Background: an optimization exercise with open tools, aiming at small area, a short achievable clock period and few clock cycles. Do not read the settings as production practice. At most, simulation tests tie the RTL to the original design; equivalence was not proved. Power figures rest on the tool's default switching activity, not on a simulated workload.

Design dict_expand, start of the top module:
module dict_expand (
    input  wire       clk,
    input  wire       rst,         
    input  wire       start,       
    output wire [1:0] status,      
    output wire [2:0] err,         
    input  wire       in_valid,
    input  wire       in_end,      
    input  wire [7:0] in_data,
    output wire       in_ready,
    output wire       out_valid,
    output wire [7:0] out_data,
    input  wire       out_ready
);
    localparam [1:0] ST_IDLE = 2'd0, ST_BUSY = 2'd1, ST_DONE = 2'd2, ST_ERROR = 2'd3;
    localparam [2:0] E_NONE = 3'd0, E_MALFORMED = 3'd2, E_INVARIANT = 3'd3,
                     E_CAPACITY = 3'd4;
    function [10:0] phase_tab;
        input [6:0] sel;           
        begin
            case (sel)
            7'd16: phase_tab = {3'd0, 8'b11111111};
            7'd24: phase_tab = {3'd0, 8'b11111000};
            7'd25: phase_tab = {3'd0, 8'b11111000};
            7'd26: phase_tab = {3'd0, 8'b11111000};
            7'd27: phase_tab = {3'd0, 8'b11111000};
            7'd28: phase_tab = {3'd0, 8'b11111000};
            7'd29: phase_tab = {3'd0, 8'b11111000};
            7'd30: phase_tab = {3'd0, 8'b11111000};
  ...
Size: roughly 2000 cells after synthesis, ~650 flip-flops, ~29 I/O pins, roughly 0.025 mm2 of cells after synthesis.
==> flow/config.mk <==
export PLATFORM = sky130hd
export DESIGN_NAME = dict_expand
export DESIGN_NICKNAME = dict_expand
export VERILOG_FILES = /design/flow/design.v
export SDC_FILE = /design/flow/constraint.sdc
export NUM_CORES = 4
export LEC_CHECK = 0
export CAP_MARGIN = 20
export CORE_MARGIN = 2
export CORE_UTILIZATION = 40
export CTS_CLUSTER_DIAMETER = 100
export CTS_CLUSTER_SIZE = 25
export PLACE_DENSITY = 0.6
export SLEW_MARGIN = 20
==> flow/constraint.sdc <==
create_clock -name core_clock -period 12.5 [get_ports {clk}]
set_input_delay 2.5000 -clock core_clock [delete_from_list [all_inputs] [get_ports {clk}]]
set_output_delay 2.5000 -clock core_clock [all_outputs]
set_load 0.01 [all_outputs]
standard.sh (not shown) runs the stock make flow with config.mk's settings and CLKGATE_MAP_FILE= SYNTH_SCRIPT=/design/flow/synth_recipe.tcl, a recipe that flattens the netlist after the stock synthesis.
==> flow/flow/run.sh <==
#!/bin/bash
# Standard layout, with repair_timing asked to overfix setup (the SDC and
# clock period are the design's; only the repair target is tighter), and
# the port buffers made of buf_4 cells.
set -euo pipefail
export SETUP_SLACK_MARGIN=9.0
export BUFFER_PORTS_ARGS="-buffer_cell sky130_fd_sc_hd__buf_4"
bash standard.sh > standard_flow.log 2>&1
Testbench counts at the start, summed over its fixed seeds: cycles 30,599.
Change:
--- a/flow/design.v
+++ b/flow/design.v
@@ -188,40 +188,41 @@
     wire [1:0] errl_c  = q_k1 ? ((U != 8'd0) ? 2'd2 : (pad == 3'd5) ? 2'd0 : 2'd3) :
                          (q_err != 2'd0) ? q_err :
                          (bad_acc | bad_valid) ? 2'd3 : 2'd0;
     wire [1:0] err_use = lagv ? errl_c : errl;
     wire       pz_use  = lagv ? pz : pzl;
     reg        einit;
     reg  [5:0] p;                  
     reg  [6:0] cur;                
     reg  [7:0] sl0, sl1, sl2, sl3;
     reg  [3:0] rv;                 
+    reg  [3:0] rh;                 
     reg  [3:0] s;                  
     reg        s2v;
     reg  [5:0] c2r;                
     reg        hv;
     reg  [7:0] head;
     reg        ov;
     reg  [7:0] w0, w1;
     always @(*) begin
         case (cur[1:0])
             2'd0:    begin w0 = sl0; w1 = sl1; end
             2'd1:    begin w0 = sl1; w1 = sl2; end
             2'd2:    begin w0 = sl2; w1 = sl3; end
             default: begin w0 = sl3; w1 = sl0; end
         endcase
     end
     wire [15:0] wwin  = {w0, w1} >> s;
     wire [5:0]  code  = wwin[5:0] & cmask;
     wire        xw    = (s <= 4'd8);                      
     wire        span  = (s < 4'd8);                       
-    wire        can1  = rv[0] & (~span | rv[1]);
+    wire        can1  = ((s < 4'd11) ? rv[0] : rh[0]) & (~span | rh[1]);
     wire        adv1_a = can1 & (~s2v | ~hv);
     wire        adv1_b = can1 & ov;
     wire        adv2_a = s2v & ~hv;
     wire        adv2_b = s2v & ov;
     wire        take  = ov & out_ready;
     wire        adv1  = adv1_a | (adv1_b & out_ready);
     wire        adv2  = adv2_a | (adv2_b & out_ready);
     wire        hv_n  = adv2 | (hv & ~take);
     wire        cons  = adv1 & xw;                        
     wire        z     = rv[0] & (p[1:0] == 2'd0);
@@ -231,58 +232,66 @@
     wire [7:0]  dlt   = {1'b0, nb} - {1'b0, cur};            
     wire        dpos  = ~dlt[7];
     wire        dhi   = |dlt[6:3];
     wire [5:0]  dgt;                                      
     assign dgt[0] = dpos & (dhi | (dlt[2:0] > 3'd0));
     assign dgt[1] = dpos & (dhi | (dlt[2:0] > 3'd1));
     assign dgt[2] = dpos & (dhi | (dlt[2:0] > 3'd2));
     assign dgt[3] = dpos & (dhi | (dlt[2:0] > 3'd3));
     assign dgt[4] = dpos & (dhi | (dlt[2:0] > 3'd4));
     assign dgt[5] = dpos & (dhi | (dlt[2:0] > 3'd5));
-    reg         tav;
+    reg         tav, tah;          
     always @(*) begin
         case (jt)
-            3'd0:    tav = dgt[1] | (em & dgt[0]);
-            3'd1:    tav = dgt[2] | (em & dgt[1]);
-            3'd2:    tav = dgt[3] | (em & dgt[2]);
-            3'd3:    tav = dgt[4] | (em & dgt[3]);
-            default: tav = dgt[5] | (em & dgt[4]);
+            3'd0:    begin tav = dgt[1] | (em & dgt[0]); tah = dgt[0]; end
+            3'd1:    begin tav = dgt[2] | (em & dgt[1]); tah = dgt[1]; end
+            3'd2:    begin tav = dgt[3] | (em & dgt[2]); tah = dgt[2]; end
+            3'd3:    begin tav = dgt[4] | (em & dgt[3]); tah = dgt[3]; end
+            default: begin tav = dgt[5] | (em & dgt[4]); tah = dgt[4]; end
         endcase
     end
     wire        ld_a  = einit & tav & ~jt[2];             
     wire        ld_b  = einit & tav;                      
-    wire        load  = ld_a | (ld_b & cons);
+    wire        lh_a  = einit & tah & ~jt[2];
+    wire        lh_b  = einit & tah;
+    wire        load  = lh_a | (lh_b & cons);
     wire [3:0]  lsel  = 4'd1 << ph[1:0];
     wire [3:0]  rv_k  = rv | ({3'd0, ld_a} << jt[1:0]);
     wire [4:0]  rv_s  = {1'b0, rv} | ({4'd0, ld_b} << jt);
     wire [3:0]  rv_n  = cons ? rv_s[4:1] : rv_k;
-    wire        init_e = lagv & q_first;
+    wire [3:0]  rh_k  = rh | ({3'd0, lh_a} << jt[1:0]);
+    wire [4:0]  rh_s  = {1'b0, rh} | ({4'd0, lh_b} << jt);
+    wire [3:0]  rh_n  = cons ? rh_s[4:1] : rh_k;
+    wire        init_e = lagv & q_k1;                    
     wire [5:0]  p_i   = p + 6'd1;
     wire [6:0]  cur_i = cur + 7'd1;
     wire [3:0]  s_n   = xw ? s - {1'b0, cw} + 4'd8 : s - {1'b0, cw};
     wire [5:0]  dp    = ph - 6'd1 - c2r;                  
     always @(posedge clk) begin
         if (load & lsel[0]) sl0 <= F;
         if (load & lsel[1]) sl1 <= F;
         if (load & lsel[2]) sl2 <= F;
         if (load & lsel[3]) sl3 <= F;
         if (start_go) begin
             rv    <= 4'd0;
+            rh    <= 4'd0;
             einit <= 1'b0;
         end else if (init_e) begin
             rv    <= 4'd0;
+            rh    <= 4'd0;
             einit <= 1'b1;
-            p     <= 6'd1;
-            cur   <= nb - 7'd1;
-            s     <= 4'd0 - {1'b0, cw};
+            p     <= ph - U6;
+            cur   <= {1'b0, U6} + 7'd1;
+            s     <= 4'd0 - {1'b0, code_width(U)};
         end else begin
             rv  <= rv_n;
+            rh  <= rh_n;
             p   <= cons ? p : p_i;
             cur <= cons ? cur_i : cur;
             if (adv1) s <= s_n;
         end
         if (adv1) c2r <= code;
         if (start_go)  s2v <= 1'b0;
         else if (adv1) s2v <= 1'b1;
         else if (adv2) s2v <= 1'b0;
         if (adv2) head <= dview[8*dp +: 8];
         hv <= start_go ? 1'b0 : hv_n;
After rerunning: The changed run passed the timing, design-rule and antenna checks; final cell count climbs slightly; non-clock buffer count rises by 26; global-route usage rose by 0.19 points; power rises slightly; routed wire length climbs slightly; worst hold slack loses 0.018 ns; clock power hardly moves; synthesized cell count stays flat; synthesized area goes up slightly; design area went up slightly; sequential share of layout area decreases by 0.65 points.
No functional check of the RTL was part of the second run of this note.

---

old:
dict_expand with an RTL version that a note above also has.
For scale: ~1900 cells after synthesis, roughly 650 flip-flops, ~29 I/O pins.
export LEC_CHECK = 0
export CAP_MARGIN = 20
export CORE_MARGIN = 2
export CORE_UTILIZATION = 40
export CTS_CLUSTER_DIAMETER = 100
export CTS_CLUSTER_SIZE = 30
export PLACE_DENSITY = 0.6
export SLEW_MARGIN = 20
create_clock -name core_clock -period 12.5 [get_ports {clk}]
Scripts as last shown in full above: flow/flow/run.sh
--- input diff old..new ---
-- flow/design.v --
<<< old, line 196
    reg  [7:0] sl0, sl1, sl2, sl3;
    reg  [3:0] rv;                 
    reg  [3:0] rh;                 
    reg  [3:0] s;                  
    reg        s2v;
>>> new, line 196
    reg  [7:0] sl0, sl1, sl2, sl3;
    reg  [3:0] rv;                 
    reg  [3:0] s;                  
    reg        s2v;
<<< old, line 216
    wire        xw    = (s <= 4'd8);                      
    wire        span  = (s < 4'd8);                       
    wire        can1  = ((s < 4'd11) ? rv[0] : rh[0]) & (~span | rh[1]);
    wire        adv1_a = can1 & (~s2v | ~hv);
    wire        adv1_b = can1 & ov;
>>> new, line 215
    wire        xw    = (s <= 4'd8);                      
    wire        span  = (s < 4'd8);                       
    wire        can1  = rv[0] & (~span | rv[1]);
    wire        adv1_a = can1 & (~s2v | ~hv);
    wire        adv1_b = can1 & ov;
<<< old, line 240
    assign dgt[4] = dpos & (dhi | (dlt[2:0] > 3'd4));
    assign dgt[5] = dpos & (dhi | (dlt[2:0] > 3'd5));
    reg         tav, tah;          
    always @(*) begin
        case (jt)
            3'd0:    begin tav = dgt[1] | (em & dgt[0]); tah = dgt[0]; end
            3'd1:    begin tav = dgt[2] | (em & dgt[1]); tah = dgt[1]; end
            3'd2:    begin tav = dgt[3] | (em & dgt[2]); tah = dgt[2]; end
            3'd3:    begin tav = dgt[4] | (em & dgt[3]); tah = dgt[3]; end
            default: begin tav = dgt[5] | (em & dgt[4]); tah = dgt[4]; end
        endcase
    end
    wire        ld_a  = einit & tav & ~jt[2];             
    wire        ld_b  = einit & tav;                      
    wire        lh_a  = einit & tah & ~jt[2];
    wire        lh_b  = einit & tah;
    wire        load  = lh_a | (lh_b & cons);
    wire [3:0]  lsel  = 4'd1 << ph[1:0];
    wire [3:0]  rv_k  = rv | ({3'd0, ld_a} << jt[1:0]);
    wire [4:0]  rv_s  = {1'b0, rv} | ({4'd0, ld_b} << jt);
    wire [3:0]  rv_n  = cons ? rv_s[4:1] : rv_k;
    wire [3:0]  rh_k  = rh | ({3'd0, lh_a} << jt[1:0]);
    wire [4:0]  rh_s  = {1'b0, rh} | ({4'd0, lh_b} << jt);
    wire [3:0]  rh_n  = cons ? rh_s[4:1] : rh_k;
    wire        init_e = lagv & q_k1;                    
    wire [5:0]  p_i   = p + 6'd1;
    wire [6:0]  cur_i = cur + 7'd1;
>>> new, line 239
    assign dgt[4] = dpos & (dhi | (dlt[2:0] > 3'd4));
    assign dgt[5] = dpos & (dhi | (dlt[2:0] > 3'd5));
    reg         tav;
    always @(*) begin
        case (jt)
            3'd0:    tav = dgt[1] | (em & dgt[0]);
            3'd1:    tav = dgt[2] | (em & dgt[1]);
            3'd2:    tav = dgt[3] | (em & dgt[2]);
            3'd3:    tav = dgt[4] | (em & dgt[3]);
            default: tav = dgt[5] | (em & dgt[4]);
        endcase
    end
    wire        ld_a  = einit & tav & ~jt[2];             
    wire        ld_b  = einit & tav;                      
    wire        load  = ld_a | (ld_b & cons);
    wire [3:0]  lsel  = 4'd1 << ph[1:0];
    wire [3:0]  rv_k  = rv | ({3'd0, ld_a} << jt[1:0]);
    wire [4:0]  rv_s  = {1'b0, rv} | ({4'd0, ld_b} << jt);
    wire [3:0]  rv_n  = cons ? rv_s[4:1] : rv_k;
    wire        init_e = lagv & q_first;
    wire [5:0]  p_i   = p + 6'd1;
    wire [6:0]  cur_i = cur + 7'd1;
<<< old, line 274
        if (start_go) begin
            rv    <= 4'd0;
            rh    <= 4'd0;
            einit <= 1'b0;
        end else if (init_e) begin
            rv    <= 4'd0;
            rh    <= 4'd0;
            einit <= 1'b1;
            p     <= ph - U6;
            cur   <= {1'b0, U6} + 7'd1;
            s     <= 4'd0 - {1'b0, code_width(U)};
        end else begin
            rv  <= rv_n;
            rh  <= rh_n;
            p   <= cons ? p : p_i;
            cur <= cons ? cur_i : cur;
>>> new, line 268
        if (start_go) begin
            rv    <= 4'd0;
            einit <= 1'b0;
        end else if (init_e) begin
            rv    <= 4'd0;
            einit <= 1'b1;
            p     <= 6'd1;
            cur   <= nb - 7'd1;
            s     <= 4'd0 - {1'b0, cw};
        end else begin
            rv  <= rv_n;
            p   <= cons ? p : p_i;
            cur <= cons ? cur_i : cur;
<<< old, line 312
            q_first <= 1'b0;
            q_ends  <= 8'd0;
            q_err   <= 2'd2;
            q_pz    <= 1'b0;
>>> new, line 303
            q_first <= 1'b0;
            q_ends  <= 8'd0;
            q_jn    <= 3'd0;
            q_err   <= 2'd2;
            q_pz    <= 1'b0;
Notes after the runs:
Between old and new, post-route minimum period is higher for old, new comes in under that.
new vs old: total number of multi-input combinational cells up by a few percent
Delta(relative slew slack, new - old) < 0
In the tables for old and new, sequential share of cell area reads lower with new.
Relative contribution of the clock network to total power for new is lower than for old.
The global-route usage number comes out higher for new vs old.
Per the comparison of new with old, final cell count rose 36; routed wire length rose 910 um; final hold slack rose 0.018 ns; worst endpoint data arrival time fell 0.02 ns; post-synthesis instance area fell about 0.4%.
As far as clock buffer count goes, old and new are indistinguishable; the numbers are identical.
The run showing the greater number of setup buffers added after CTS is old.
Testbench counts of new, summed over its fixed seeds: cycles 30,599.
The RTL of old was laid out without a check of its function.

[afterwards: timing with drivers on the ports]
Ports are ideal in the flow. The routed layouts listed here were re-timed in OpenROAD. Step 1 assumes that a clkbuf_16 drives the clock port and a buf_2 every other input. Step 2, shift: input delay + t, output delay - t, t = (earliest + latest rising clock arrival at the registers) / 2. This alone moves slack from input paths to output paths. a / b / c = ideal ports / drivers / drivers and shift; a / b = the first two.
run | t, ns | slack for setup (ns) | worst hold slack (ns) | worst data-port slew with drivers (ns)
the first run of note 1 | 0.674 | 8.722 / 8.667 / 8.419 | 0.341 / 0.341 / 0.341 | 0.04
the second run of note 1 | 0.680 | 8.684 / 8.625 / 8.426 | 0.324 / 0.324 / 0.324 | 0.04
old | 0.676 | 8.683 / 8.625 / 8.405 | 0.324 / 0.324 / 0.324 | 0.04
new | 0.675 | 8.703 / 8.645 / 8.448 | 0.342 / 0.342 / 0.342 | 0.09
After both steps setup and hold are still met in every run listed. For the first run of note 1, which loses most, drivers alone change the setup slack by -0.055 ns; drivers and shift together by -0.303 ns.
